This design comes from an exercise in tuning for small area on the open sky130 flow, not from production work.
In this exercise RTL edits were held to simulation tests only and were not proved equivalent to the original.
No activity file was given, so power comes from the tool's default toggle rates.

==> design/flow/design.v <==
module msf60_fields (
    input  wire [3:0] ck,
    input  wire [7:0] v,
    input  wire       known,
    output wire [8:0] value
);
    reg [3:0] tmask;
    always @* begin
        case (ck)
            4'd2:    tmask = 4'b1111;
            4'd3:    tmask = 4'b0001;
            4'd4:    tmask = 4'b0011;
            4'd5:    tmask = 4'b0000;
            4'd6:    tmask = 4'b0011;
            default: tmask = 4'b0111;
        endcase
    end
    wire [3:0] tens  = v[7:4] & tmask;
    wire [3:0] units = v[3:0] & {ck != 4'd5, 3'b111};
    wire       ok    = known && tens <= 4'd9 && units <= 4'd9;
    wire [7:0] bin   = {tens, 3'b000} + {3'b000, tens, 1'b0} + {4'b0000, units};
    assign value = ok ? {1'b1, bin} : 9'd0;
endmodule
module msf60_core (
    input  wire        clk,
    input  wire        rst,           
    input  wire        cmd_valid,
    output wire        cmd_ready,
    input  wire [63:0] cmd_word,
    output wire        rsp_valid,
    output wire [31:0] rsp_data,
    output wire        acc_valid,
    input  wire        acc_ready,
    output wire [3:0]  acc_kind,
    output wire [8:0]  acc_value,
    output wire        acc_is_valid,
    output wire        acc_track,
    input  wire        acc_answer
);
    localparam [31:0] K_A0     = 32'd150_000;
    localparam [31:0] K_AA     = 32'd250_000;
    localparam [31:0] K_AB     = 32'd350_000;
    localparam [31:0] K_MIN    = 32'd550_000;
    localparam [31:0] K_RUN    = 32'd1_500_000;
    localparam [31:0] K_P450   = 32'd450_001;    
    localparam [31:0] K_PMIN   = 32'd650_001;    
    localparam [31:0] K_SPIKE0 = 32'd30_000;
    localparam [4:0] S_CLR  = 5'd0;    
    localparam [4:0] S_IDLE = 5'd1;
    localparam [4:0] S_EA   = 5'd2;    
    localparam [4:0] S_ET   = 5'd3;    
    localparam [4:0] S_EW   = 5'd4;    
    localparam [4:0] S_SA   = 5'd5;    
    localparam [4:0] S_SB   = 5'd6;    
    localparam [4:0] S_M1   = 5'd7;    
    localparam [4:0] S_M2   = 5'd8;    
    localparam [4:0] S_P    = 5'd9;    
    localparam [4:0] S_CALL = 5'd10;   
    localparam [4:0] S_FW   = 5'd11;   
    localparam [4:0] S_FC   = 5'd12;   
    localparam [4:0] S_PRE  = 5'd13;   
    localparam [4:0] S_RSP  = 5'd14;   
    localparam [4:0] S_RV   = 5'd15;   
    localparam [4:0] S_RB   = 5'd16;   
    localparam [4:0] S_P2   = 5'd17;   
    localparam [3:0] T_ZERO = 4'd0;
    localparam [3:0] T_EDGE = 4'd1;
    localparam [3:0] T_DEC  = 4'd2;
    localparam [3:0] T_ADV  = 4'd3;
    localparam [3:0] T_SPK  = 4'd4;
    localparam [3:0] T_QLEN = 4'd5;
    localparam [3:0] T_QMRK = 4'd6;
    localparam [3:0] T_RBUF = 4'd7;
    localparam [3:0] T_RDRG = 4'd8;
    localparam [3:0] C_STAT = 4'd0;
    localparam [3:0] C_DEC  = 4'd9;
    localparam [3:0] C_ZERO = 4'd10;
    localparam [3:0] C_QLEN = 4'd11;
    localparam [3:0] C_QMRK = 4'd12;
    localparam [3:0] C_RBUF = 4'd13;
    localparam [3:0] O_NONE = 4'd0;
    localparam [3:0] O_UU   = 4'd1;
    localparam [3:0] O_01   = 4'd2;
    localparam [3:0] O_00   = 4'd3;
    localparam [3:0] O_10   = 4'd4;
    localparam [3:0] O_11   = 4'd5;
    localparam [3:0] O_MIN  = 4'd6;
    localparam [3:0] X_O150 = 4'd7;     
    localparam [3:0] X_O450 = 4'd8;     
    localparam [3:0] X_O650 = 4'd9;     
    localparam [3:0] X_D150 = 4'd10;    
    localparam [3:0] X_D250 = 4'd11;
    localparam [3:0] X_D350 = 4'd12;
    localparam [3:0] X_D550 = 4'd13;
    localparam [3:0] X_DRUN = 4'd14;    
    localparam [3:0] X_D450 = 4'd15;    
    reg [4:0]  ph;
    reg [4:0]  st;
    reg        flag;            
    reg [3:0]  ck;              
    reg [31:0] g4, g3, g2, g1, g0;    
    reg [31:0] t0r, odr;        
    reg [17:0] spr;             
    reg [31:0] X;
    reg [5:0]  second;
    reg        have_t0, new_second, new_minute, first_minute, gate_q;
    reg [3:0]  pk, px;          
    reg        dk;              
    reg [4:0]  dv;              
    reg        added;
    reg        mp, m60;         
    reg [7:0]  V;               
    reg        K;               
    reg        bw;              
    reg        lt, onz;         
    wire       ph0  = ph == 5'd0;
    wire       ph31 = ph == 5'd31;
    wire       sp_bit = spr[0] & (ph < 5'd18);    
    function [5:0] gdec;        
        input [4:0] g;
        reg k0, k1;
        begin
            k0 = g[4] | g[3];
            k1 = g[4] | g[2];
            gdec = {k0, g[4] ? g[3] : (g[3] & g[1]), g[4] ? g[2] : (g[3] & g[0]),
                    k1, k1 & g[1], k1 & g[0]};
        end
    endfunction
    function [4:0] genc;
        input [5:0] h;          
        reg both;
        begin
            both = h[5] & h[2];
            genc = both ? {1'b1, h[4], h[3], h[1], h[0]}
                        : {1'b0, h[5], h[2], h[4] | h[1], h[3] | h[0]};
        end
    endfunction
    wire [4:0] G0  = {g4[0],  g3[0],  g2[0],  g1[0],  g0[0]};
    wire [4:0] G1  = {g4[1],  g3[1],  g2[1],  g1[1],  g0[1]};
    wire [4:0] G28 = {g4[28], g3[28], g2[28], g1[28], g0[28]};
    wire [4:0] G29 = {g4[29], g3[29], g2[29], g1[29], g0[29]};
    wire [4:0] G30 = {g4[30], g3[30], g2[30], g1[30], g0[30]};
    wire [4:0] G31 = {g4[31], g3[31], g2[31], g1[31], g0[31]};
    wire [5:0] d0  = gdec(G0);     
    wire [5:0] d1  = gdec(G1);     
    wire [5:0] d28 = gdec(G28);
    wire [5:0] d29 = gdec(G29);
    wire [5:0] d30 = gdec(G30);
    wire [5:0] d31 = gdec(G31);    
    wire s59 = second == 6'd59;
    wire s60 = second == 6'd60;
    wire s61 = second == 6'd61;
    wire [2:0] sx = s59 ? d31[2:0] : s61 ? d0[2:0] : d0[5:3];
    wire [2:0] sy = s59 ? d0[5:3]  : s61 ? d1[5:3] : d0[2:0];
    wire kx = sx[2], ax = sx[1], bx = sx[0];
    wire ky = sy[2], ay = sy[1], by = sy[0];
    function zt; input [2:0] t; zt = t[2] & ~t[1]; endfunction
    function ot; input [2:0] t; ot = t[2] &  t[1]; endfunction
    wire mk_mid = ot(d29[2:0]) & ot(d30[5:3]) & ot(d30[2:0]) & ot(d31[5:3]) & ot(d31[2:0]);
    wire mk0 = zt(d28[2:0]) & ot(d29[5:3]) & mk_mid & zt(d0[5:3]);
    wire mk1 = zt(d29[5:3]) & mk_mid & ot(d0[5:3]) & zt(d0[2:0]);
    wire ext = mp ? (s59 | s60 | s61) : (s60 & ~m60);
    wire [5:0] ml = (mp & s59) ? 6'd59 :
                    ((mp & s61) | (s60 & ~mp & m60)) ? 6'd61 : 6'd60;
    wire [3:0] pok = pk & px;
    wire sok = (&pok) & dk & mp;
    wire accept = cmd_valid && cmd_ready;
    wire [7:0] op = cmd_word[63:56];
    wire z_hi = cmd_word[55:40] == 16'd0;
    wire z_im = cmd_word[39:33] == 7'd0;
    wire z_32 = ~cmd_word[32];
    wire z_d  = cmd_word[31:0] == 32'd0;
    reg [3:0] ntyp;
    always @* begin
        ntyp = T_ZERO;
        case (op)
            8'h01: if (z_hi & z_im)               ntyp = T_EDGE;
            8'h02: if (z_hi & z_im & z_d)         ntyp = T_DEC;
            8'h03: if (z_hi & z_im & z_32 & z_d)  ntyp = T_ADV;
            8'h04: if (z_hi & z_im & z_32)        ntyp = T_SPK;
            8'h05: if (z_hi & z_im & z_32 & z_d)  ntyp = T_QLEN;
            8'h06: if (z_hi & z_im & z_d)         ntyp = T_QMRK;
            8'h07: if (z_hi & z_d)                ntyp = T_RDRG;
            8'h08: if (z_hi & z_d)
                                                  ntyp = T_RBUF;
            default: ;
        endcase
    end
    wire xa = X[0];
    wire d_bit = xa ^ t0r[0] ^ (bw & ~ph0);
    wire bw_n  = ph0 ? (~xa & t0r[0]) : ((~xa & t0r[0]) | (~(xa ^ t0r[0]) & bw));
    function lts;                     
        input prev, a, b;
        lts = (a ^ b) ? b : prev;
    endfunction
    wire is_od = ck == X_O150 || ck == X_O450 || ck == X_O650;
    reg  kb;
    always @* begin
        case (ck)
            X_O150, X_D150: kb = K_A0[ph];
            X_O450, X_D450: kb = K_P450[ph];
            X_O650:         kb = K_PMIN[ph];
            X_D250:         kb = K_AA[ph];
            X_D350:         kb = K_AB[ph];
            X_D550:         kb = K_MIN[ph];
            default:        kb = K_RUN[ph];
        endcase
        if (st == S_EA) kb = sp_bit;
    end
    wire ca   = (st == S_EA) ? d_bit : is_od ? odr[0] : xa;
    wire lt_n = lts(ph0 ? 1'b0 : lt, ca, kb);
    wire onz_n = (ph0 ? 1'b0 : onz) | odr[0];
    wire od01 = V[2], ole450 = V[1], ole650 = V[0];
    reg [3:0] e_next;
    always @* begin
        case (ck)
            X_O150:  e_next = X_O450;
            X_O450:  e_next = X_O650;
            X_O650:  e_next = X_D150;
            X_D150:  e_next = ~lt_n ? X_D250 : od01 ? O_01 : ~ole450 ? O_00 : O_NONE;
            X_D250:  e_next = ~lt_n ? X_D350 : ~ole450 ? O_10 : O_UU;
            X_D350:  e_next = ~lt_n ? X_D550 : ~ole450 ? O_11 : O_UU;
            X_D550:  e_next = (lt_n & ~ole650) ? O_MIN : O_UU;
            X_DRUN:  e_next = lt_n ? X_D450 : O_UU;
            default: e_next = O_NONE;       
        endcase
    end
    reg [2:0] e_val;
    always @* begin
        case (ck)
            O_01:    e_val = 3'b101;
            O_00:    e_val = 3'b100;
            O_10:    e_val = 3'b110;
            O_11:    e_val = 3'b111;
            O_MIN:   e_val = 3'b111;
            default: e_val = 3'b000;
        endcase
    end
    wire e_wr = ck != O_NONE;
    wire ew_now = (st == S_EW) && (~e_wr || eqc);
    wire [5:0] e_slot = new_minute ? 6'd0 : second;
    reg [4:0] fs, fe;
    reg       xs, ye;
    always @* begin
        case (ck)
            4'd2:    begin fs = 5'd8;  fe = 5'd12; xs = 1'b0; ye = 1'b0; end   
            4'd3:    begin fs = 5'd12; fe = 5'd14; xs = 1'b0; ye = 1'b1; end   
            4'd4:    begin fs = 5'd15; fe = 5'd17; xs = 1'b1; ye = 1'b1; end   
            4'd5:    begin fs = 5'd18; fe = 5'd19; xs = 1'b1; ye = 1'b0; end   
            4'd6:    begin fs = 5'd19; fe = 5'd22; xs = 1'b0; ye = 1'b0; end   
            4'd7:    begin fs = 5'd22; fe = 5'd25; xs = 1'b0; ye = 1'b1; end   
            default: begin fs = 5'd26; fe = 5'd29; xs = 1'b0; ye = 1'b1; end   
        endcase
    end
    wire is_dst = ck == 4'd8;
    wire [5:0] m_tgt = second + ((ck == C_QMRK) ? {5'd0, flag} : 6'h3f);
    wire [4:0] ctgt = (st == S_RB) ? V[5:1] :
                      (st == S_FW) ? fs :
                      (st == S_FC) ? fe :
                      (st == S_EW) ? e_slot[5:1] : m_tgt[5:1];
    wire eqc = ph == ctgt;
    wire fw    = st == S_FW;
    wire f_two = is_dst ? (fw | eqc) : (fw ? xs : (~eqc | ye));
    wire f_one = ~is_dst & ~f_two;
    wire [1:0] f_2 = is_dst ? (fw ? {ky, by} : {kx, bx}) : {ax, ay};
    wire f_1 = fw ? ay : ax;
    wire f_k = fw ? ((xs ? kx : 1'b1) & ky) : (K & kx & ((~eqc | ye) ? ky : 1'b1));
    wire [8:0] f_val;
    msf60_fields u_fields (.ck(ck), .v(V), .known(K), .value(f_val));
    reg f_valid;
    always @* begin
        case (ck)
            4'd2:    f_valid = pok[0];
            4'd3:    f_valid = pok[1];
            4'd4:    f_valid = &pok[2:0];
            4'd5:    f_valid = pok[2];
            default: f_valid = pok[3];
        endcase
        if (flag) f_valid = sok;
    end
    assign acc_valid    = st == S_CALL;
    assign acc_kind     = ck;
    assign acc_value    = is_dst ? {5'd0, V[1], V[0], V[3], V[2]} : f_val;
    assign acc_is_valid = f_valid;
    assign acc_track    = added;
    wire   fire         = acc_valid && acc_ready;
    wire       hp = st == S_P2;
    wire [5:0] pn = {ph, hp};
    wire [2:0] ps = hp ? sy : sx;              
    wire [3:0] in_a = {pn >= 6'd39 && pn <= 6'd51, pn >= 6'd36 && pn <= 6'd38,
                       pn >= 6'd25 && pn <= 6'd35, pn >= 6'd17 && pn <= 6'd24};
    wire [3:0] in_b = {pn == 6'd57, pn == 6'd56, pn == 6'd55, pn == 6'd54};
    wire first = ph0 & ~hp;
    wire [3:0] pk_n = (first ? 4'b1111 : pk) & ~((in_a | in_b) & {4{~ps[2]}});
    wire [3:0] px_n = (first ? 4'b0000 : px) ^ ((in_a & {4{ps[1]}}) | (in_b & {4{ps[0]}}));
    wire [2:0] rs = hp ? d0[2:0] : d0[5:3];
    wire [2:0] rp = hp ? d0[5:3] : d31[2:0];
    wire r_one  = rs[2] & rs[0];
    wire rp_zero = rp[2] & ~rp[0];
    wire d_pos = pn >= 6'd1 && pn <= 6'd8;
    wire d_neg = pn >= 6'd9 && pn <= (s59 ? 6'd15 : 6'd16);
    wire d_first = pn == 6'd1 || pn == 6'd9;
    wire b1_one = d28[2] & d28[0];
    wire d_bad = (d_pos | d_neg) & (~rs[2] | (r_one & rp_zero & ~d_first)) |
                 (pn == 6'd9 && r_one && b1_one);
    wire dk_n = (first | dk) & ~d_bad;
    wire [4:0] dv_b = first ? 5'd0 : dv;
    wire [4:0] dv_n = (r_one & d_pos) ? dv_b + 5'd1 :
                      (r_one & d_neg) ? dv_b - 5'd1 : dv_b;
    wire [5:0] status = {gate_q, have_t0, first_minute, 1'b0, new_minute, new_second};
    wire [8:0] dut1_r = {dk, {3{dv[4]}}, dv} & {9{dk}};
    wire [7:0] par_r = {pk[3], pok[3], pk[2], pok[2], pk[1], pok[1], pk[0], pok[0]};
    reg src;
    always @* begin
        src = 1'b0;
        case (ck)
            C_STAT: src = ph < 5'd6 && status[ph[2:0]];
            C_DEC:  src = (ph == 5'd0 && ext) || (ph == 5'd1 && ext && sok);
            C_QLEN: src = ph < 5'd6 && ml[ph[2:0]];
            C_QMRK: src = ph == 5'd0 && mp;
            C_RBUF: src = ph < 5'd4 && (ph[1] ? (ph[0] ? V[2] : V[0]) : (ph[0] ? V[2] : V[1]));
            4'd1:   src = ph < 5'd6 && second[ph[2:0]];
            4'd2:   src = t0r[0];
            4'd3:   src = odr[0];
            4'd4:   src = sp_bit;
            4'd5:   src = ph < 5'd8 && par_r[ph[2:0]];
            4'd6:   src = ph < 5'd9 && dut1_r[ph[3:0]];
            default: src = 1'b0;
        endcase
    end
    reg xin;
    always @* begin
        case (st)
            S_EA:              xin = d_bit;
            S_ET, S_SA, S_SB:  xin = xa;
            default:           xin = src;
        endcase
    end
    assign cmd_ready = (st == S_IDLE) && ph31;
    assign rsp_valid = st == S_RV;
    assign rsp_data  = X;
    wire clr = st == S_CLR;
    wire s_wr = ew_now && e_wr;
    wire [4:0] g_in = clr ? 5'd0 :
                      ~s_wr ? G0 :
                      e_slot[0] ? genc({d0[5:3], e_val}) : genc({e_val, d0[2:0]});
    wire t0_in = clr ? 1'b0 : (st == S_EA) ? xa : t0r[0];
    wire od_in = clr ? 1'b0 : (st == S_ET && (ck == X_D150 || ck == X_DRUN)) ? xa : odr[0];
    wire sp_in = clr ? K_SPIKE0[ph] : (st == S_SB && lt) ? xa : spr[0];
    wire sp_run = ph < 5'd18;
    always @(posedge clk) begin
        g4  <= {g_in[4], g4[31:1]};
        g3  <= {g_in[3], g3[31:1]};
        g2  <= {g_in[2], g2[31:1]};
        g1  <= {g_in[1], g1[31:1]};
        g0  <= {g_in[0], g0[31:1]};
        t0r <= {t0_in, t0r[31:1]};
        odr <= {od_in, odr[31:1]};
        if (sp_run) spr <= {sp_in, spr[17:1]};
        X   <= accept ? cmd_word[31:0] : {xin, X[31:1]};
        bw  <= bw_n;
        if (st == S_M2 && eqc)
            mp <= m_tgt[0] ? mk1 : mk0;
        if (ph == 5'd30)
            m60 <= mk0;
    end
    always @(posedge clk) begin
        if (st == S_EA || st == S_ET || st == S_SA)
            lt <= lt_n;
        if (st == S_ET)
            onz <= onz_n;
    end
    always @(posedge clk) begin
        if (rst) begin
            ph           <= 5'd0;
            st           <= S_CLR;
            second       <= 6'd0;
            have_t0      <= 1'b0;
            new_second   <= 1'b0;
            new_minute   <= 1'b0;
            first_minute <= 1'b1;
            gate_q       <= 1'b0;
            pk           <= 4'd0;
            dk           <= 1'b0;
        end else begin
            ph <= ph + 5'd1;
            case (st)
                S_CLR: if (ph31) st <= S_IDLE;
                S_IDLE: if (accept) begin
                    flag <= cmd_word[32];
                    V    <= cmd_word[39:32];
                    ck   <= C_ZERO;
                    case (ntyp)
                        T_EDGE: begin
                            new_second <= 1'b0;
                            new_minute <= 1'b0;
                            st <= S_EA;
                        end
                        T_SPK:  st <= S_SA;
                        T_DEC: begin
                            added <= 1'b0;
                            if (first_minute) begin ck <= C_DEC; st <= S_M1; end
                            else begin ck <= 4'd0; st <= S_CALL; end
                        end
                        T_QLEN: begin ck <= C_QLEN; st <= S_M1; end
                        T_QMRK: begin ck <= C_QMRK; st <= S_M1; end
                        T_RBUF: if (cmd_word[39:38] == 2'd0) begin
                            ck <= C_RBUF; st <= S_RB;
                        end else st <= S_PRE;
                        T_RDRG: begin
                            if (cmd_word[39:32] < 8'd7) ck <= cmd_word[35:32];
                            st <= S_PRE;
                        end
                        T_ADV: begin
                            if (new_minute) begin
                                if (first_minute & gate_q) begin
                                    ck <= 4'd10; st <= S_CALL;
                                end else begin
                                    gate_q <= 1'b0; second <= 6'd0; st <= S_PRE;
                                end
                            end else begin
                                second <= (second >= 6'd61) ? 6'd0 : second + 6'd1;
                                st <= S_PRE;
                            end
                        end
                        default: st <= S_PRE;
                    endcase
                end
                S_EA: if (ph31) begin
                    have_t0 <= 1'b1;
                    if (have_t0 & ~lt_n) begin
                        ck <= flag ? X_DRUN : X_O150;
                        st <= S_ET;
                    end else begin
                        ck <= O_NONE;
                        st <= S_EW;
                    end
                end
                S_ET: if (ph31) begin
                    if (ck == X_O150 || ck == X_O450 || ck == X_O650)
                        V <= {V[6:0], (ck == X_O150) ? (lt_n & onz_n) : lt_n};
                    if (ck == X_D550 && lt_n && ~ole650)
                        new_minute <= 1'b1;
                    if (ck == X_D450)
                        new_second <= ~lt_n;
                    ck <= e_next;
                    if (e_next < 4'd7) st <= S_EW;
                end
                S_EW: if (ew_now) begin
                    ck <= C_STAT;
                    st <= S_PRE;
                end
                S_SA: if (ph31) st <= S_SB;
                S_SB: if (ph31) st <= S_RSP;
                S_RB: if (eqc) begin
                    V[2:0] <= V[0] ? d0[2:0] : d0[5:3];
                    st <= S_PRE;
                end
                S_M1: if (ph31) st <= S_M2;
                S_M2: if (ph31) begin
                    if (ck == C_DEC) begin
                        if (ext) st <= S_P;
                        else begin gate_q <= 1'b0; st <= S_RSP; end
                    end else st <= S_RSP;
                end
                S_P: begin
                    pk <= pk_n;
                    px <= px_n;
                    dk <= dk_n;
                    dv <= dv_n;
                    if (ph31) st <= S_P2;
                end
                S_P2: begin
                    pk <= pk_n;
                    px <= px_n;
                    dk <= dk_n;
                    dv <= dv_n;
                    if (ph31) begin ck <= 4'd1; st <= S_CALL; end
                end
                S_CALL: if (fire) begin
                    case (ck)
                        4'd0: begin added <= acc_answer; ck <= C_DEC; st <= S_M1; end
                        4'd8: ck <= 4'd9;
                        4'd9: begin gate_q <= flag ? sok : dk; st <= S_PRE; end
                        4'd10: begin
                            if (acc_answer) first_minute <= 1'b0;
                            gate_q <= 1'b0;
                            second <= 6'd0;
                            st <= S_PRE;
                        end
                        default: begin ck <= ck + 4'd1; st <= S_FW; end
                    endcase
                end
                S_FW: if (eqc) begin
                    if (f_two) V <= {V[5:0], f_2};
                    else if (f_one) V <= {V[6:0], f_1};
                    K  <= f_k;
                    st <= S_FC;
                end
                S_FC: begin
                    if (~is_dst | eqc) begin
                        if (f_two) V <= {V[5:0], f_2};
                        else if (f_one) V <= {V[6:0], f_1};
                    end
                    K <= f_k;
                    if (eqc) st <= S_CALL;
                end
                S_PRE: if (ph31) st <= S_RSP;
                S_RSP: if (ph31) st <= S_RV;
                S_RV:  st <= S_IDLE;
                default: st <= S_IDLE;
            endcase
        end
    end
endmodule
==> design/flow/flow/run.sh <==
#!/bin/bash
# The standard layout (standard.sh), with two changes:
# - synthesis maps with an area-only ABC script and leaves adders to ABC
#   (flow/synth_wrap.tcl, which sources synth_recipe.tcl unchanged otherwise);
# - the port buffers that buffer_ports inserts are the library's smallest
#   buffer, sky130_fd_sc_hd__buf_1.
# Make's output goes to standard.log; ORFS keeps each step's log under orfs/logs.
set -euo pipefail
here=$(cd "$(dirname "${BASH_SOURCE[0]}")" && pwd)
export FLOW_SYNTH_TCL="$PWD/synth_recipe.tcl"
export BUFFER_PORTS_ARGS="-buffer_cell sky130_fd_sc_hd__buf_1"
bash standard.sh SYNTH_SCRIPT="$here/synth_wrap.tcl" finish > standard.log 2>&1
==> design/flow/flow/abc_min_area.script <==
strash
&get -n
&st
&dch
&nf -a -R 1000
&put
mfs2
strash
&get -n
&st
&dch
&nf -a -R 1000
&put
mfs2
strash
&get -n
&st
&dch
&nf -a -R 1000
&put
mfs2
strash
&get -n
&st
&dch
&nf -a -R 1000
&put
mfs2
strash
&get -n
&st
&dch
&nf -a -R 1000
&put
mfs2
strash
&get -n
&st
&dch
&nf -a -R 1000
&put
mfs2
strash
&get -n
&st
&dch
&nf -a -R 1000
&put
mfs2
strash
&get -n
&st
&dch
&nf -a -R 1000
&put
mfs2
strash
&get -n
&st
&dch
&nf -a -R 1000
&put
mfs2
strash
&get -n
&st
&dch
&nf -a -R 1000
&put
mfs2
strash
&get -n
&st
&dch
&nf -a -R 1000
&put
mfs2
strash
&get -n
&st
&dch
&nf -a -R 1000
&put
mfs2
strash
&get -n
&st
&dch
&nf -a -R 1000
&put
mfs2
strash
&get -n
&st
&dch
&nf -a -R 1000
&put
mfs2
strash
&get -n
&st
&dch
&nf -a -R 1000
&put
mfs2
strash
&get -n
&st
&dch
&nf -a -R 1000
&put
mfs2
strash
&get -n
&st
&dch
&nf -a -R 1000
&put
mfs2
strash
&get -n
&st
&dch
&nf -a -R 1000
&put
mfs2
strash
&get -n
&st
&dch
&nf -a -R 1000
&put
mfs2
strash
&get -n
&st
&dch
&nf -a -R 1000
&put
mfs2
strash
&get -n
&st
&dch
&nf -a -R 1000
&put
topo
==> design/flow/flow/synth_wrap.tcl <==
# Runs the standard flow's synthesis script (synth_recipe.tcl) unchanged, except that the
# technology mapping call of ORFS's synth.tcl uses an area-only ABC script.
set ::flow_abc_script [file normalize [file join [file dirname [info script]] abc_min_area.script]]

proc abc {args} {
  set i [lsearch -exact $args -script]
  if { $i >= 0 && [regexp {abc_(area|speed)\.script$} [lindex $args [expr {$i + 1}]]] } {
    lset args [expr {$i + 1}] $::flow_abc_script
    puts "flow: mapping with $::flow_abc_script"
  }
  yosys abc {*}$args
}
# Leave adders to ABC rather than mapping them to the fa/ha cells first.
set ::env(ADDER_MAP_FILE) ""
source $::env(FLOW_SYNTH_TCL)
==> design/flow/standard.sh <==
#!/bin/bash
# synth_recipe.tcl (not shown) runs the flow's synth.tcl, then flattens the netlist and writes it again
# the make line also repeats each setting of config.mk as NAME=value (left out here)
make -C /OpenROAD-flow-scripts/flow DESIGN_CONFIG=/design/flow/config.mk WORK_HOME=/design/flow/orfs CLKGATE_MAP_FILE= SYNTH_SCRIPT=/design/flow/synth_recipe.tcl "${@:-finish}"
==> design/flow/config.mk <==
export PLATFORM = sky130hd
export DESIGN_NAME = msf60_core
export DESIGN_NICKNAME = msf60_core
export VERILOG_FILES = /design/flow/design.v
export SDC_FILE = /design/flow/constraint.sdc
export NUM_CORES = 4
export LEC_CHECK = 0
export ABC_AREA = 1
export CAP_MARGIN = 20
export CORE_MARGIN = 2
export CORE_UTILIZATION = 60
export CTS_BUF_LIST = sky130_fd_sc_hd__clkbuf_8
export CTS_CLUSTER_DIAMETER = 80
export CTS_CLUSTER_SIZE = 14
export PLACE_DENSITY = 0.75
export SLEW_MARGIN = 20
==> design/flow/constraint.sdc <==
create_clock -name core_clock -period 15.0 [get_ports {clk}]
set_input_delay 3.0000 -clock core_clock [delete_from_list [all_inputs] [get_ports {clk}]]
set_output_delay 3.0000 -clock core_clock [all_outputs]
set_load 0.01 [all_outputs]
==> results of run 1 <==
## layout make-up
type,count,area share
sequential,329,0.551
clock buffer,27,0.0290
timing repair buffer,130,0.0420
clock inverter,15,0.00509
multi-input combinational,839,0.345
tap,234,0.0229
inverter,19,0.00557
## worst reg2reg max path: cells and delay by family, from the launching register on
family	cells	cell delay, ns
AOI/OAI and AO/OA	11	1.82
and+or+nand+nor	9	1.63
DFF	1	0.79
buffers and inverters	2	0.50
xor gates and xnor gates	2	0.30
## synthesized netlist by cell type, types with 13 or more instances
cell / count
nor3_1: 47
nor2b_1: 14
nor4_1: 25
nand3_1: 45
xnor2_1: 17
o211ai_1: 13
o22ai_1: 22
nor2_1: 203
o21ai_0: 86
clkinv_1: 19
a31oi_1: 13
nand2_1: 117
a21oi_1: 75
or3_1: 14
edfxtp_1: 46
dfxtp_1: 283
nand4_1: 15
## layout by cell type, fill, tap and decap left out, types with 8 or more instances in the layout
cell type    n
nor4_1      25
xor2_1       9
edfxtp_1    46
a31oi_1     13
inv_1       13
o211ai_1    13
dfxtp_1    283
buf_4       13
clkinv_1    19
nor2b_1     14
nand2b_1    12
a21oi_1     75
or3_1       14
o22ai_1     22
nor2_1     203
nand3_1     45
nand2_1    116
xnor2_1     17
nor3_1      47
and2_0      11
a221o_1      8
clkbuf_8    27
o21ai_0     86
buf_1      117
nand4_1     15
## cell families (layout without fill, tap and decap cells)
kind of cell              count (synthesis)  after routing
muxes                                     4              4
and+or+nand+nor                         528            528
buffers and inverters                    21            191
AOI/OAI and AO/OA                       280            280
other                                     1              1
DFF                                     329            329
xor gates and xnor gates                 26             26
## power by group through the flow
| stage | clock network [W] | registers, W | logic (W) |
|---|---|---|---|
| 6_report | 0.000438 | 0.00103 | 0.000425 |
| 5_1_grt | 0.000481 | 0.00104 | 0.000462 |
| 4_1_cts | 0.000448 | 0.00103 | 0.000413 |
| 3_5_place_dp | 0 | 0.00105 | 0.000411 |
| 3_3_place_gp | 0 | 0.00105 | 0.000409 |
| 2_1_floorplan | 0 | 0.00105 | 0.000259 |
## sequential cells by signal, indices dropped and copies added (netlist names), 8 cells and up
signal and flops:
V 8, X 32, g0 32, g1 32, g2 32, g3 32, g4 32, odr 32
spr 18, t0r 32
## layer usage
metal | GRT usage | routed length (um) | up-vias
met5 | 0 | 14 | -
met4 | 0.103 | 1000 | 2
met3 | 0.0577 | 3180 | 86
met2 | 0.457 | 13800 | 554
met1 | 0.432 | 13100 | 4516
li1 | - | - | 4604
## final timing paths
| kind | startpoint | to | slack [ns] | depth (start not counted) |
|---|---|---|---|---|
| setup reg to reg | ck[3] | V[3] | 9.71 | 24 |
| hold / removal | g3[5] | g3[4] | 0.29 | 0 |
| setup / recovery | ck[3] | acc_value[5] | 8.06 | 12 |
| hold reg to reg | g3[5] | g3[4] | 0.29 | 0 |
## per-stage QoR
stage,hold slack [ns],utilization,cell area [um2]
final,0.290,0.682,12800
after global routing,0.302,0.682,12800
after CTS,0.287,0.682,12800
after detailed placement,0.312,0.658,12400
after global placement,0.310,0.658,12400
after floorplan,0.310,-,11500
==> summary.txt, run 1 <==
* Status: complete, no violations
* Vias in the first global route at roughly 8800
* DRT Pass-1 Iters at 7
* Num Clock Sinks at 329
* Area Growth Syn to Fin at 10.9%
* Power Internal at 0.00128 W
* Critical Path End Type: output port
* Crit path kind: reg2out
* Peak supply drop at approximately 0.11 mV
* Peak fanout along the critical path at 19
* CTS H-tree lvls at 1
* Placed cells at around 1600
* Cts bufs inserted at 27
* Seq/Total Area, Yosys at 0.611
* Number of enable flip-flop cells after synthesis at 46
* Max Slew Vio Count at 0
* Period utilization at 0.463
* Top FF cell, synth: dfxtp_1
* Non-Filler Instances at ~1600
* Layout cell share with drive strength beyond 1 at 0.0324
* Flop and latch count out of synthesis at between 300 and 400
* Switch share at 0.325
* Clk pwr share at 0.231
* Hold-fix buffers at CTS at 0
* RSZ-0062 raised after global routing: no
* PwrDens at about 150 mW/mm2
* Grt total ovfl at 0
* Largest family of logic cells by synthesized area: simple AND/OR/NAND/NOR gates
* Drt total wl at approximately 31000 um
* Area of the multi-input gates at roughly 0.0044 mm2
* Post-Syn Area per Cell at ~9.7 um2
* P_sw at between 0.0006 and 0.0007 W
* Total Power at about 0.0019 W
* Die Wd at about 140 um
* Mapped Area at about 0.012 mm2
* CP bufs+invs at 1
* Largest net degree at the start of global routing at 35
* Combinational power share at 0.224
* Slowest-stage cell, CP: edfxtp_1
* Clock transition at the registers of the reported paths at 0.11 ns
* Synth Area in XOR/XNOR at 0.0197
* Fillers at roughly 1500
* Post-CTS sizing at 0
* Adder-Cell Fraction of Synth Area at 0
* Compound-Gate Fraction of Synth Area at 0.149
* Slew HR at 0.385
* Worst min-delay path category: reg2reg
* FF+latch area at 0.00705 mm2
* Critical path cell sequence: nand2b_1 > nor2_1 > nand2_1 > nand3b_1 > xnor2_1 > nor2_1 > o21ai_0 > nor2b_1 > or2_0 > o21ai_0 > a21oi_1 > buf_1
* Skew final at approximately 0.055 ns
* Die Area at approximately 0.020 mm2
* Largest stage delay, worst path at 0.79 ns
* Worst-Skew Late Latency at 0.60 ns
* Area share of the largest cell type after synthesis at 0.491
* Initial DRC Count at around 1300
* Tmin final at between 6 and 7 ns
* Multiplexer share of the synthesized area at 0.00347
* TritonCTS clock tree: yes
* DR vias/cell at roughly 6
* Global Route Usage Sum at 0.300
* Peak Freq at 0.144 GHz
* Synth warnings at 2
* Antenna Diode Count at 0
* Setup_tns at 0 ns
* Routed WL per cell at between 15 and 20 um
* Drc violations at 0
* CP delay by family, top: simple AND/OR/NAND/NOR gates
* Vias at between 9000 and 10000
* Global-route wire length before repair at ~48000 um
* Worst Tran Pin Value at just over 0.9 ns
* Required @ worst endpoint at about 12 ns
* Worst setup SP type: flip-flop
* Max-Cap Viols at 0
* Count of final hold-check violations at 0
* NumNets Final at about 1400
* Share of power burned in registers at 0.545
* Top cell type by total area after synthesis: dfxtp_1
* Synth Instances at around 1200
* Number of setup buffers added after CTS at 0
* Lkg Pwr at about 4.7 nW
* Core area at approximately 0.019 mm2
* Final setup viols at 0
* Netlist cell types at 53
* Initial core utilization at 0.615
* WP data arrival at just under 4 ns
* Initial antenna violation count at 1
* Async S/R FF share, synth at 0
* Area share of and/or/nand/nor cells after synthesis at 0.209
* IO Count at about 120
* Remaining antenna violation count at 0
* Final GP Congestion at 1.02
* DIE HEIGHT at 143 um
* Ranking of synthesized cells by area: dfxtp_1 49%, edfxtp_1 12%, nor2_1 6.6%
* Post-Syn Nets at around 1300
* Post-route setup slack at 8.06 ns
* Maximum clock path buffer count at 3
* Site row count at 50
* Pre-CTS WS at a little over 8 ns
* Port bufs at 117
* HPWL Detailed at between 20000 and 25000 um
* Root Buffer: clkbuf_8
==> run 2: changes to the inputs <==
==> design/flow/flow/abc_min_area.script (replaced) <==
strash
&get -n
&st
&dch
&nf -a -R 1000 -p -C 32 -F 6 -A 4
&put
mfs2
strash
&get -n
&st
&dch
&nf -a -R 1000 -p -C 32 -F 6 -A 4
&put
mfs2
strash
&get -n
&st
&dch
&nf -a -R 1000 -p -C 32 -F 6 -A 4
&put
mfs2
strash
&get -n
&st
&dch
&nf -a -R 1000 -p -C 32 -F 6 -A 4
&put
mfs2
strash
&get -n
&st
&dch
&nf -a -R 1000 -p -C 32 -F 6 -A 4
&put
mfs2
strash
&get -n
&st
&dch
&nf -a -R 1000 -p -C 32 -F 6 -A 4
&put
mfs2
strash
&get -n
&st
&dch
&nf -a -R 1000 -p -C 32 -F 6 -A 4
&put
mfs2
strash
&get -n
&st
&dch
&nf -a -R 1000 -p -C 32 -F 6 -A 4
&put
mfs2
strash
&get -n
&st
&dch
&nf -a -R 1000 -p -C 32 -F 6 -A 4
&put
mfs2
strash
&get -n
&st
&dch
&nf -a -R 1000 -p -C 32 -F 6 -A 4
&put
mfs2
strash
&get -n
&st
&dch
&nf -a -R 1000 -p -C 32 -F 6 -A 4
&put
mfs2
strash
&get -n
&st
&dch
&nf -a -R 1000 -p -C 32 -F 6 -A 4
&put
mfs2
strash
&get -n
&st
&dch
&nf -a -R 1000 -p -C 32 -F 6 -A 4
&put
mfs2
strash
&get -n
&st
&dch
&nf -a -R 1000 -p -C 32 -F 6 -A 4
&put
mfs2
strash
&get -n
&st
&dch
&nf -a -R 1000 -p -C 32 -F 6 -A 4
&put
mfs2
strash
&get -n
&st
&dch
&nf -a -R 1000 -p -C 32 -F 6 -A 4
&put
mfs2
strash
&get -n
&st
&dch
&nf -a -R 1000 -p -C 32 -F 6 -A 4
&put
mfs2
strash
&get -n
&st
&dch
&nf -a -R 1000 -p -C 32 -F 6 -A 4
&put
mfs2
strash
&get -n
&st
&dch
&nf -a -R 1000 -p -C 32 -F 6 -A 4
&put
mfs2
strash
&get -n
&st
&dch
&nf -a -R 1000 -p -C 32 -F 6 -A 4
&put
mfs2
strash
&get -n
&st
&dch
&nf -a -R 1000 -p -C 32 -F 6 -A 4
&put
mfs2
strash
&get -n
&st
&dch
&nf -a -R 1000 -p -C 32 -F 6 -A 4
&put
mfs2
strash
&get -n
&st
&dch
&nf -a -R 1000 -p -C 32 -F 6 -A 4
&put
mfs2
strash
&get -n
&st
&dch
&nf -a -R 1000 -p -C 32 -F 6 -A 4
&put
mfs2
strash
&get -n
&st
&dch
&nf -a -R 1000 -p -C 32 -F 6 -A 4
&put
mfs2
strash
&get -n
&st
&dch
&nf -a -R 1000 -p -C 32 -F 6 -A 4
&put
mfs2
strash
&get -n
&st
&dch
&nf -a -R 1000 -p -C 32 -F 6 -A 4
&put
mfs2
strash
&get -n
&st
&dch
&nf -a -R 1000 -p -C 32 -F 6 -A 4
&put
mfs2
strash
&get -n
&st
&dch
&nf -a -R 1000 -p -C 32 -F 6 -A 4
&put
mfs2
strash
&get -n
&st
&dch
&nf -a -R 1000 -p -C 32 -F 6 -A 4
&put
mfs2
strash
&get -n
&st
&dch
&nf -a -R 1000 -p -C 32 -F 6 -A 4
&put
topo
==> summary.txt, run 2 <==
* Status: complete, no violations
* Netlist cell types at 54 (+1.9%)
* Worst-Skew Late Latency at 0.59 ns (about the same)
* NumNets Final at 1299 (-8.2%)
* Area share of the largest cell type after synthesis at 0.498 (+0.00670)
* Post-Syn Area per Cell at 10.5 um2 (+8.5%)
* P_sw at 0.000573 W (-7.2%)
* Seq/Total Area, Yosys at 0.619 (+0.00833)
* Cts bufs inserted at 27 (unchanged)
* Global Route Usage Sum at 0.290 (-0.0103)
* Crit path kind: reg2out
* Flop and latch count out of synthesis at 329 (unchanged)
* Post-route cell area at 0.0126 mm2 (-1.4%)
* Required @ worst endpoint at 12.00 ns (about the same)
* Async S/R FF share, synth at 0 (unchanged)
* DRT Pass-1 Iters at 8 (+1)
* Synth cell count leaders: 283 x dfxtp_1, 111 x nor2_1, 110 x nand2_1
* Die Area at 0.0201 mm2 (-1.3%)
* HPWL Detailed at 21100 um (-6.3%)
* Fillers at 1453 (-3.8%)
* Skew final at 0.0315 ns (-0.0236 ns)
* Initial DRC Count at 1171 (-13%)
* Area of the multi-input gates at 0.00428 mm2 (-3.0%)
* Share of power burned in registers at 0.565 (+0.020)
* Post-CTS sizing at 0 (unchanged)
* Initial antenna violation count at 0 (-1)
* RSZ-0062 raised after global routing: no
* WP data arrival at 4.06 ns (+0.12 ns)
* Drc violations at 0 (unchanged)
* FF+latch area at 0.00705 mm2 (unchanged)
* Clock transition at the registers of the reported paths at 0.09 ns (-0.02 ns)
* Grt total ovfl at 0 (unchanged)
* Top cell type by total area after synthesis: dfxtp_1
* Number of enable flip-flop cells after synthesis at 46 (unchanged)
* Setup_tns at 0 ns (unchanged)
* Peak supply drop at 0.109 mV (-0.91%)
* Slew HR at 0.296 (-0.0889)
* Final GP Congestion at 1.05 (+2.5%)
* Tmin final at 7.06 ns (+0.123 ns)
* Max Slew Vio Count at 0 (unchanged)
* Ranking of synthesized cells by area: dfxtp_1 50%, edfxtp_1 12%, nor2_1 3.7%
* DR vias/cell at 6.18 (+0.93%)
* Cell area after placement at 0.0121 mm2 (-1.7%)
* Core area at 0.0186 mm2 (-0.67%)
* Mapped Area at 0.0114 mm2 (-1.3%)
* Area Growth Syn to Fin at 10.9% (about the same)
* Largest net degree at the start of global routing at 35 (unchanged)
* PwrDens at 150 mW/mm2 (+0.85%)
* Commonest non-fill, non-tap cell in the layout: dfxtp_1
* Worst Tran Pin Value at 1.05 ns (+0.135 ns)
* Synth Instances at 1081 (-9.1%)
* Peak Freq at 0.142 GHz (-1.7%)
* Site row count at 50 (unchanged)
* Routed WL per cell at 19.9 um (+2.1%)
* Vias in the first global route at 8517 (-3.6%)
* Hold-fix buffers at CTS at 0 (unchanged)
* Lkg Pwr at 4.68 nW (about the same)
* Remaining antenna violation count at 0 (unchanged)
* Switch share at 0.303 (-0.0218)
* Power Internal at 0.00131 W (+2.7%)
* Count of final hold-check violations at 0 (unchanged)
* Maximum clock path buffer count at 3 (unchanged)
* DIE HEIGHT at 142 um (-0.66%)
* Combinational power share at 0.194 (-0.030)
* Worst setup SP type: flip-flop
* TritonCTS clock tree: yes
* Peak fanout along the critical path at 16 (-3)
* Num Clock Sinks at 329 (unchanged)
* Layout cell share with drive strength beyond 1 at 0.0298 (-0.00261)
* Synth warnings at 2 (unchanged)
* Period utilization at 0.471 (+0.00819)
* Critical Path End Type: output port
* Number of setup buffers added after CTS at 0 (unchanged)
* Post-Syn Nets at 1150 (-8.6%)
* CTS H-tree lvls at 1 (unchanged)
* Antenna Diode Count at 0 (unchanged)
* Worst min-delay path category: reg2reg
* Top FF cell, synth: dfxtp_1
* Most frequent cells in the layout: 283 x dfxtp_1, 117 x buf_1, 111 x nor2_1
* Port bufs at 117 (unchanged)
* Vias at 9135 (-6.4%)
* Drt total wl at 29400 um (-5.4%)
* Root Buffer: clkbuf_8
* Final setup viols at 0 (unchanged)
* Count leader, synth: dfxtp_1
* Initial core utilization at 0.610 (-0.00420)
* Die Wd at 142 um (-0.66%)
* Global-route wire length before repair at 46200 um (-3.1%)
* IO Count at 119 (unchanged)
* Max-Cap Viols at 0 (unchanged)
* Clk pwr share at 0.241 (+0.010)
## run 2: cell count changes in the layout (fill, tap and decap cells not counted), sizes merged, moves of 7 or more
cell and delta:
nor4 -7, nand2 -7, mux2i +8, a221o -8, nor2 -92, nor3 -15, o21ai -13, a31oi +9
buf -8, a21oi -16, mux2 +31
## run 2: final cells by class
cell class / instances / share of cell area
clock buffer: 28 / 0.0305
clock inverter: 14 / 0.00684
inverter: 13 / 0.00387
multi-input combinational: 737 / 0.339
sequential: 329 / 0.559
tap: 234 / 0.0232
timing repair buffer: 122 / 0.0378
## run 2: power groups by stage
stage          clock, W  sequential, W  combinational [W]
2_1_floorplan         0        0.00108           0.000224
3_3_place_gp          0        0.00108           0.000350
3_5_place_dp          0        0.00109           0.000352
4_1_cts        0.000466        0.00107           0.000355
5_1_grt        0.000497        0.00108           0.000399
6_report       0.000455        0.00107           0.000365
## run 2: cell families after synthesis
kind of cell,after synthesis,synth area share
AO/OA/AOI/OAI,260,0.143
XOR/XNOR,29,0.0223
adder cells (fa/ha/maj),1,0.000880
buffers and inverters,15,0.00561
flip-flops,329,0.619
multiplexers,43,0.0412
other,1,0.000330
AND/OR/NAND/NOR,403,0.168
## run 2: layer usage
metal | up-vias | track usage | wire length [um]
met5 | - | 0 | 0
met4 | 0 | 0.0937 | 1060
met3 | 91 | 0.0621 | 3070
met2 | 546 | 0.439 | 12600
met1 | 4227 | 0.419 | 12700
li1 | 4271 | - | -
## run 2: stage by stage
stage | power, W | setup slack, ns | std cells | hold slack, ns | utilization
floorplan | 0.00130 | 9.14 | 1081 | 0.310 | -
CTS | 0.00189 | 8.09 | 1477 | 0.327 | 0.677
global placement | 0.00143 | 8.72 | 1435 | 0.311 | 0.651
detailed placement | 0.00144 | 8.50 | 1435 | 0.312 | 0.651
global route | 0.00197 | 7.72 | 1477 | 0.328 | 0.677
finish | 0.00189 | 7.94 | 1477 | 0.320 | 0.677
## run 2: worst paths after layout
| kind | startpoint | to | slack, ns | cells after the start |
|---|---|---|---|---|
| worst min register to register | g4[11] | g4[10] | 0.32 | 0 |
| worst min-delay path | g4[11] | g4[10] | 0.32 | 0 |
| worst max-delay path | ck[1] | acc_value[6] | 7.94 | 12 |
| worst max register to register | ck[1] | st[0] | 8.68 | 21 |
## run 2: worst max-delay path, cell delays in order, from the launching register on
cell      delay (ns)
edfxtp_1        0.70
and2_0          0.59
nand2_1         0.30
nand3_1         0.23
xnor2_1         0.10
xnor2_1         0.25
nor2_1          0.07
o21ai_0         0.25
and2_0          0.20
nor2_1          0.08
or3_1           0.36
a21oi_1         0.16
buf_1           0.17
==> run 3: changes to the inputs <==
--- a/design/flow/config.mk
+++ b/design/flow/config.mk
@@ -12,5 +12,6 @@
 export CTS_BUF_LIST = sky130_fd_sc_hd__clkbuf_8
 export CTS_CLUSTER_DIAMETER = 80
 export CTS_CLUSTER_SIZE = 14
+export GPL_TIMING_DRIVEN = 0
 export PLACE_DENSITY = 0.75
 export SLEW_MARGIN = 20
==> summary.txt, run 3 <==
* Status: complete, no violations
* TritonCTS clock tree: yes
* PwrDens at 149 mW/mm2 (-0.62%)
* NumNets Final at 1298 (-0.077%)
* Largest stage delay, worst path at 0.74 ns (+0.04 ns)
* Clock transition at the registers of the reported paths at 0.10 ns (about the same)
* Placed cells at 1434 (-0.070%)
* HP Start: g4[14]
* Grt total ovfl at 0 (unchanged)
* RSZ-0062 raised after global routing: no
* Max Slew Vio Count at 0 (unchanged)
* Synth cell count leaders: 283 x dfxtp_1, 111 x nor2_1, 110 x nand2_1
* Area of the multi-input gates at 0.00429 mm2 (+0.26%)
* Netlist cell types at 54 (unchanged)
* Slowest-stage cell, CP: edfxtp_1
* HPWL Detailed at 21500 um (+2.1%)
* Count leader, synth: dfxtp_1
* Seq/Total Area, Yosys at 0.619 (unchanged)
* Number of setup buffers added after CTS at 0 (unchanged)
* Cts bufs inserted at 27 (unchanged)
* Skew final at 0.0337 ns (+0.00212 ns)
* Worst setup SP type: flip-flop
* Antenna Diode Count at 0 (unchanged)
* Required @ worst endpoint at 12.00 ns (about the same)
* Commonest non-fill, non-tap cell in the layout: dfxtp_1
* Clk pwr share at 0.232 (-0.009)
* Initial DRC Count at 1130 (-3.5%)
* Site row count at 50 (unchanged)
* CTS H-tree lvls at 1 (unchanged)
* Worst min-delay path category: reg2reg
* CP bufs+invs at 1 (unchanged)
* Peak Freq at 0.142 GHz (+0.21%)
* Share of power burned in registers at 0.570 (+0.005)
* IO Count at 119 (unchanged)
* Top cell type by total area after synthesis: dfxtp_1
* Hold Crit Depth at 0 (unchanged)
* Largest net degree at the start of global routing at 28 (-20%)
* DRT Pass-1 Iters at 6 (-2)
* Initial core utilization at 0.610 (unchanged)
* Flop-to-flop setup slack at 8.46 ns (-0.22 ns)
* Drc violations at 0 (unchanged)
* Setup_tns at 0 ns (unchanged)
* Period utilization at 0.470 (-0.000993)
* P_sw at 0.000576 W (+0.58%)
* R2R depth at 21 (unchanged)
* Tmin final at 7.05 ns (-0.0149 ns)
* Cell area after placement at 0.0122 mm2 (+0.18%)
* Hold-fix buffers at CTS at 0 (unchanged)
* Die Wd at 142 um (unchanged)
* Count of final hold-check violations at 0 (unchanged)
* Die Area at 0.0201 mm2 (unchanged)
* Post-Syn Area per Cell at 10.5 um2 (unchanged)
* Vias at 9134 (-0.011%)
* CP startpoint: ck[1]
* DIE HEIGHT at 142 um (unchanged)
* Routed WL per cell at 20.3 um (+1.7%)
* Global-route wire length before repair at 46500 um (+0.60%)
* Worst-Skew Late Latency at 0.58 ns (about the same)
* Switch share at 0.308 (+0.00411)
* Port bufs at 117 (unchanged)
* Crit path kind: reg2out
* Fillers at 1458 (+0.34%)
* Lkg Pwr at 4.65 nW (-0.49%)
* Slew HR at 0.241 (-0.0547)
* Final GP Congestion at 1.00 (-4.0%)
* Vias in the first global route at 8559 (+0.49%)
* Number of enable flip-flop cells after synthesis at 46 (unchanged)
* Ranking of synthesized cells by area: dfxtp_1 50%, edfxtp_1 12%, nor2_1 3.7%
* Area share of the largest cell type after synthesis at 0.498 (unchanged)
* Root Buffer: clkbuf_8
* Worst Tran Pin Value at 1.14 ns (+0.0877 ns)
* Non-Filler Instances at 1472 (-0.34%)
* Area Growth Syn to Fin at 10.7%
* Power Internal at 0.00130 W (-1.3%)
* Post-Route Utilization at 0.676 (-0.00101)
* Peak supply drop at 0.136 mV (+25%)
* Top FF cell, synth: dfxtp_1
* Most frequent cells in the layout: 283 x dfxtp_1, 116 x buf_1, 111 x nor2_1
* Combinational power share at 0.197 (+0.003)
* WP data arrival at 4.05 ns (about the same)
* DR vias/cell at 6.21 (+0.33%)
* Layout cell share with drive strength beyond 1 at 0.0307 (+0.000928)
* Critical path cell sequence: and2_0 > nand2_1 > nand3_1 > xnor2_1 > xnor2_1 > nor2_1 > o21ai_0 > and2_0 > nor2_1 > or3_1 > a21oi_1 > buf_1
* Remaining antenna violation count at 0 (unchanged)
* Final setup viols at 0 (unchanged)
* Max-Cap Viols at 0 (unchanged)
* Num Clock Sinks at 329 (unchanged)
* Post-route cell area at 0.0126 mm2 (-0.15%)
* R2r startpoint: ck[1]
* Async S/R FF share, synth at 0 (unchanged)
* Global Route Usage Sum at 0.296 (+0.00626)
* Flop and latch count out of synthesis at 329 (unchanged)
* Total Power at 0.00187 W (-0.76%)
* Post-CTS sizing at 0 (unchanged)
* CP delay by family, top: simple AND/OR/NAND/NOR gates
* Maximum clock path buffer count at 3 (unchanged)
* Worst Hold Endpoint: g4[13]
* Core area at 0.0186 mm2 (unchanged)
* Synth Instances at 1081 (unchanged)
* Drt total wl at 29800 um (+1.4%)
* End of the worst register-to-register path: st[0]
* FF+latch area at 0.00705 mm2 (unchanged)
* Peak fanout along the critical path at 16 (unchanged)
* Critical Path End Type: output port
* Mapped Area at 0.0114 mm2 (unchanged)
* Synth warnings at 2 (unchanged)
* Post-Syn Nets at 1150 (unchanged)
* Initial antenna violation count at 0 (unchanged)
==> run 3: cell counts after synthesis <==
No cell type changed its count.
==> run 3: final cells by class <==
type,count,area share
inverters,13,0.00387
plain buffers,2,0.00119
multi-input cells,737,0.341
flip-flops and latches,329,0.559
clock buffers,28,0.0306
clock inverters,10,0.00368
well taps,234,0.0232
repair buffers,119,0.0374
==> run 3: cell families (layout without fill, tap and decap cells) <==
family                   after synthesis  count (layout)  share of synthesized area
AO/OA/AOI/OAI                        260             260                      0.143
XOR/XNOR                              29              29                     0.0223
adder cells (fa/ha/maj)                1               1                   0.000880
buffers and inverters                 15             172                    0.00561
flip-flops                           329             329                      0.619
multiplexers                          43              43                     0.0412
other                                  1               1                   0.000330
AND/OR/NAND/NOR                      403             403                      0.168
==> run 3: worst register-to-register path, cell delays in order (launching register included) <==
cell      delay [ns]
edfxtp_1        0.66
nor2_1          0.53
nand3_1         0.52
o21ai_0         0.58
o21ai_0         0.27
nor2_1          0.14
nor2_1          0.07
nor2_1          0.16
xor2_1          0.16
o22ai_1         0.16
a311oi_1        0.30
o22ai_1         0.16
xnor2_1         0.17
a211oi_1        0.32
nand3_1         0.37
nand2_1         0.16
o211ai_1        0.12
nor3_1          0.87
a21boi_0        0.37
nand2_1         0.08
o22ai_1         0.14
nor2_1          0.07
==> run 3: power groups by stage <==
| stage | sequential (W) | clock (W) | combinational (W) |
|---|---|---|---|
| floorplan | 0.00108 | 0 | 0.000224 |
| global placement | 0.00108 | 0 | 0.000354 |
| detailed placement | 0.00108 | 0 | 0.000357 |
| CTS | 0.00107 | 0.000446 | 0.000360 |
| global route | 0.00108 | 0.000478 | 0.000402 |
| finish | 0.00107 | 0.000435 | 0.000369 |
==> run 3: metal layers <==
layer,vias up,GRT usage,share of wire
met5,-,0,0
met4,0,0.103,0.035
met3,98,0.0712,0.10
met2,525,0.447,0.43
met1,4238,0.421,0.43
li1,4273,-,-
==> run 3: worst max path at each step <==
stage,to,slack (ns),cells past startpoint
after floorplan,second[5],9.14,12
after global placement,V[1],8.31,20
after detailed placement,second[5],8.32,14
after CTS,acc_value[6],8.02,12
after global routing,acc_value[6],7.64,12
final,acc_value[6],7.95,12
==> run 3: per-stage QoR <==
step	hold slack, ns	worst slack (ns)
2_1_floorplan	0.310	9.14
3_3_place_gp	0.311	8.31
3_5_place_dp	0.312	8.32
4_1_cts	0.321	8.02
5_1_grt	0.322	7.64
6_report	0.324	7.95

## separate check: timing with driven ports
No port has a modelled driver above. Below, the same layouts with a new extraction and two added sets of constraints.
Step 1 (the two cells are an assumption about what drives the block):
set clk [get_ports {clk}]
set_driving_cell -lib_cell sky130_fd_sc_hd__clkbuf_16 $clk
set_driving_cell -lib_cell sky130_fd_sc_hd__buf_2 [delete_from_list [all_inputs] $clk]
Step 2 times the ports against the registers' clock, not the clock port: input delays grow and output delays shrink by t, the midpoint of the rising clock arrivals with the driver on.
a / b / c = ideal ports / drivers / drivers and shift; a / b = the first two.
run | t, ns | slack for setup (ns) | clock arrival spread, ns | slew at the worst register clock pin (ns) | worst data-port slew with drivers (ns)
run 1 | 0.616 | 8.059 / 8.014 / 8.112 | 0.059 / 0.058 | 0.11 / 0.11 | 0.05
run 2 | 0.605 | 7.936 / 7.901 / 8.360 | 0.036 / 0.035 | 0.10 / 0.10 | 0.05
run 3 | 0.601 | 7.951 / 7.912 / 8.090 | 0.041 / 0.041 | 0.11 / 0.11 | 0.04
After both steps setup and hold are still met in every run listed.
